From an optimization exercise on the open Yosys and OpenROAD flow, aimed at small area, a short achievable clock period and few clock cycles; shortcuts taken in it are not production practice.
The RTL was checked by simulation tests, not by an equivalence proof against the original design.
Power and IR drop assume default switching activity.

## cdb_core
module cdb_core (
    input  wire        clk,
    input  wire        rst,           
    output wire        mem_req,
    output wire        mem_we,
    output wire [15:0] mem_addr,
    output wire [7:0]  mem_wdata,
    input  wire        mem_ready,
    input  wire [7:0]  mem_rdata,
    output wire        out_valid,     
    output wire [7:0]  out_data,
    output wire        done,          
    output reg         terminated,    
    output reg  [2:0]  fault_cause,   
    output wire [15:0] fault_pc,      
    output wire [16:0] fault_info,
    input  wire [5:0]  rr_id,         
    output wire [15:0] rr_data
);
clock: 12.0 ns
lec_check: 0
cap_margin: 10
core_margin: 2
core_utilization: 40
place_density: 0.55
setup_slack_margin: 5
slew_margin: 10
tns_end_percent: 100
run.sh (not shown) runs the stock make flow with config.mk's settings and CLKGATE_MAP_FILE= SYNTH_SCRIPT=/design/flow/synth_recipe.tcl, a recipe that flattens the netlist after the stock synthesis.
The baseline completed without violations.
Testbench counts at the start, summed over its fixed seeds: cycles 297,315.
==> next run, changes <==
--- a/flow/design.v
+++ b/flow/design.v
@@ -47,12 +47,13 @@
     reg  [15:0] va, vb;      
     reg  [7:0]  rid;         
     reg  [3:0]  cnt;         
     reg         ovf;         
     reg         efault;      
     reg         a_ipt;       
+    reg         dlt;         
     wire st_op    = (state == S_OP);
     wire st_fet   = (state == S_FET);
     wire st_exec  = (state == S_EXEC);
     wire st_iter  = (state == S_ITER);
     wire st_push2 = (state == S_PUSH2);
     wire st_pop2  = (state == S_POP2);
@@ -169,36 +170,35 @@
         endcase
     end
     wire        mul_fin  = (va[15:1] == 15'd0) || (vb[14:0] == 15'd0);
     wire        div_ok   = ac1[15] | cout;
     wire        div_skip = (ac1 == 16'd0) && (va[15:12] == 4'd0) && (cnt <= 4'd12);
     wire [4:0]  cnt_sum  = {1'b0, cnt} + (div_skip ? 5'd4 : 5'd1);
-    wire        div_fin  = cnt_sum[4];
+    wire        div_fin  = cnt_sum[4] | dlt;
     wire        dm_zero  = (vb == 16'd0);
     wire        ex_skip  = (va[15:12] == 4'd0) & !lt;
     wire [3:0]  sh_rem   = st_exec ? vb[3:0] : cnt;
     wire        sh_big   = (vb[15:4] != 12'd0);
     wire        sh_four  = (sh_rem[3:2] != 2'd0);
     wire        sh_one   = !sh_four && (sh_rem != 4'd0);
     wire [3:0]  sh_left  = sh_rem - (sh_four ? 4'd4 : {3'd0, sh_one});
     wire        sh_fin   = (sh_left == 4'd0) || (st_exec && sh_big);
     wire        vs_left = c_shl | c_dm;
-    wire        vs_4    = c_dm ? (st_exec ? ex_skip : div_skip) : (c_shift & sh_four);
-    wire        vs_1    = c_dm ? (st_iter & !div_skip) : (c_mul | (c_shift & sh_one));
+    wire        vs_4    = c_dm ? (st_exec ? ex_skip : (div_skip & !dlt)) : (c_shift & sh_four);
+    wire        vs_1    = c_dm ? (st_iter & !div_skip & !dlt) : (c_mul | (c_shift & sh_one));
     wire        vs_bit  = c_dm & div_ok;
     wire [15:0] vsh = vs_4 ? (vs_left ? {va[11:0], 4'd0} : {4'd0, va[15:4]}) :
                       vs_1 ? (vs_left ? {va[14:0], vs_bit} : {1'b0, va[15:1]}) : va;
     wire it_mul   = (st_exec | st_iter) & c_mul;
     wire it_shift = (st_exec | st_iter) & c_shift;
     wire it_dm    = st_iter & c_dm;
     wire iter_fin = (c_mul & mul_fin) | (c_dm & div_fin) | (c_shift & sh_fin);
     wire ex_un_ipt = c_un & op[0] & (rid == 8'd0);
     wire ex_simple = c_logic | c_add | c_sub | c_min | c_max | c_cmp | c_jmp |
                      c_wr | c_swap | c_flush | c_nop | (c_un & !ex_un_ipt) |
-                     (c_shift & sh_fin) | (c_mul & mul_fin) |
-                     (c_dm & !dm_zero & lt);
+                     (c_shift & sh_fin) | (c_mul & mul_fin);
     wire retire  = (st_exec & ex_simple) | (st_iter & iter_fin);
     wire ofetch  = st_op | (retire & !oinp);
     wire ex_mem  = c_push | c_pp | c_mset | c_read;
     wire fetch_inp = oinp & (st_op | st_fet | st_iter | (st_exec & !ex_mem));
     wire [7:0] fbyte = fetch_inp ? (oaddr[0] ? inp[15:8] : inp[7:0]) : mem_rdata;
     wire ok_op    = ofetch & (oinp | mem_ready);
@@ -260,20 +260,19 @@
                       w_spt ? 6'd1 :
                       w_inp ? {5'b01000, mset_inpw & vb[0]} : 6'd2;
     wire r_logic = st_exec & (c_logic | c_inv);
     wire r_sum   = (st_exec & ((c_un & !c_inv) | c_add | c_sub)) |
                    spt_step | st_rd2 | st_fix |
                    (it_mul & va[0]) |
-                   (it_dm & div_ok & !(div_fin & c_div));
+                   (it_dm & !dlt & div_ok & !(div_fin & c_div));
     wire r_x     = (it_mul & !va[0]) |
-                   (it_dm & !div_ok & !(div_fin & c_div)) |
-                   (st_exec & c_dm & lt & c_mod) |
+                   (it_dm & !dlt & !div_ok & !(div_fin & c_div)) |
                    (st_exec & ((c_min & lt) | (c_max & !lt) | c_jmp));
     wire r_vb    = st_exec & ((c_min & !lt) | (c_max & lt));
     wire r_vsh   = (it_shift & !(st_exec & sh_big)) |
-                   (it_dm & div_fin & c_div);
+                   (it_dm & (dlt ? c_mod : (div_fin & c_div)));
     wire r_ac2   = st_exec & c_swap;
     wire r_cmp   = st_exec & c_cmp;
     wire r_mset  = mset_any;
     wire [15:0] res = ({16{r_logic}} & logic_res) |
                       ({16{r_sum}}   & sum) |
                       ({16{r_x}}     & X) |
@@ -372,13 +371,12 @@
     reg [3:0] nstate;
     always @* begin
         nstate = state;
         if (st_op | retire) begin
             nstate = !ok_op ? S_OP :
                      !fb_legal ? S_FIX :
-                     (fbyte == 8'h6A) ? S_STOP :
                      (fb_len == 3'd1) ? S_EXEC : S_FET;
         end else if (st_fet) begin
             if (fet_fault)                    nstate = S_FIX;
             else if (ok_fet && last_byte)     nstate = S_EXEC;
         end else if (st_exec) begin
             if (ex_fault)                     nstate = S_FIX;
@@ -423,14 +421,13 @@
         if (rst) begin
             state       <= S_OP;
             terminated  <= 1'b0;
             fault_cause <= 3'd0;
         end else begin
             state <= nstate;
-            if ((st_exec & c_term) | (op_good & fbyte == 8'h6A))
-                terminated <= 1'b1;
+            if (st_exec & c_term) terminated  <= 1'b1;
             if (any_fault)        fault_cause <= fcause;
         end
         if (any_fault) efault <= st_exec;
         if (va_lo_en) va[7:0]  <= va_lo_d;
         if (va_hi_en) va[15:8] <= va_hi_d;
         if (vb_en)    vb       <= vb_d;
@@ -443,8 +440,9 @@
         if ((fa & is_regbyte) | (ok_fet & bad_reg)) rid <= fbyte;
         if (ok_op)
             a_ipt <= 1'b0;
         else if (fa & is_regbyte)
             a_ipt <= (fbyte == 8'd0);
         if (cnt_en) cnt <= cnt_d;
+        if (st_exec) dlt <= lt;
     end
 endmodule
What happened: Total power drops by 3.7%; via count is lower by 2.5%; worst hold slack gets better by 0.0085 ns; maximum frequency climbs by 2.7%; sequential cell count went up by 1; register-to-register slack gets better by 0.16 ns; routed wire length decreases by 4.6%; cell area came out lower by 2.1%; setup slack gains 0.20 ns; first-iteration DRC count came out lower by 11%; synthesized cell count falls by 1.6%; final cell count is lower by 1.3%.
Testbench counts after the change, summed over its fixed seeds: cycles 298,728.

## static timing again, ports no longer ideal
Ports are ideal in the flow. The routed layouts listed here were re-timed in OpenROAD. Step 1 sets driving cells, clkbuf_16 on the clock port and buf_2 on the other inputs (assumed; they add their load-dependent delay and slew). Step 2 moves the port delays by t, midway between the first and last clock arrival at a register: inputs arrive t later, outputs are due t later. That takes back most of the time a late clock gives input paths. Three values: no drivers, after step 1, after step 2; two values: the first two.
| run | t (ns) | setup WS [ns] | worst setup path after step 2 | worst data-port slew with drivers (ns) | cell pins on the clock port's net |
|---|---|---|---|---|---|
| the first run | 0.648 | 4.440 / 4.375 / 4.375 | input to output | 0.06 | 1 |
| the second run | 0.629 | 4.637 / 4.588 / 4.588 | input to output | 0.06 | 1 |
After both steps every run listed still meets setup and hold. The setup slack of the first run, which loses most, moves by -0.065 ns with the drivers and by -0.065 ns with both steps.
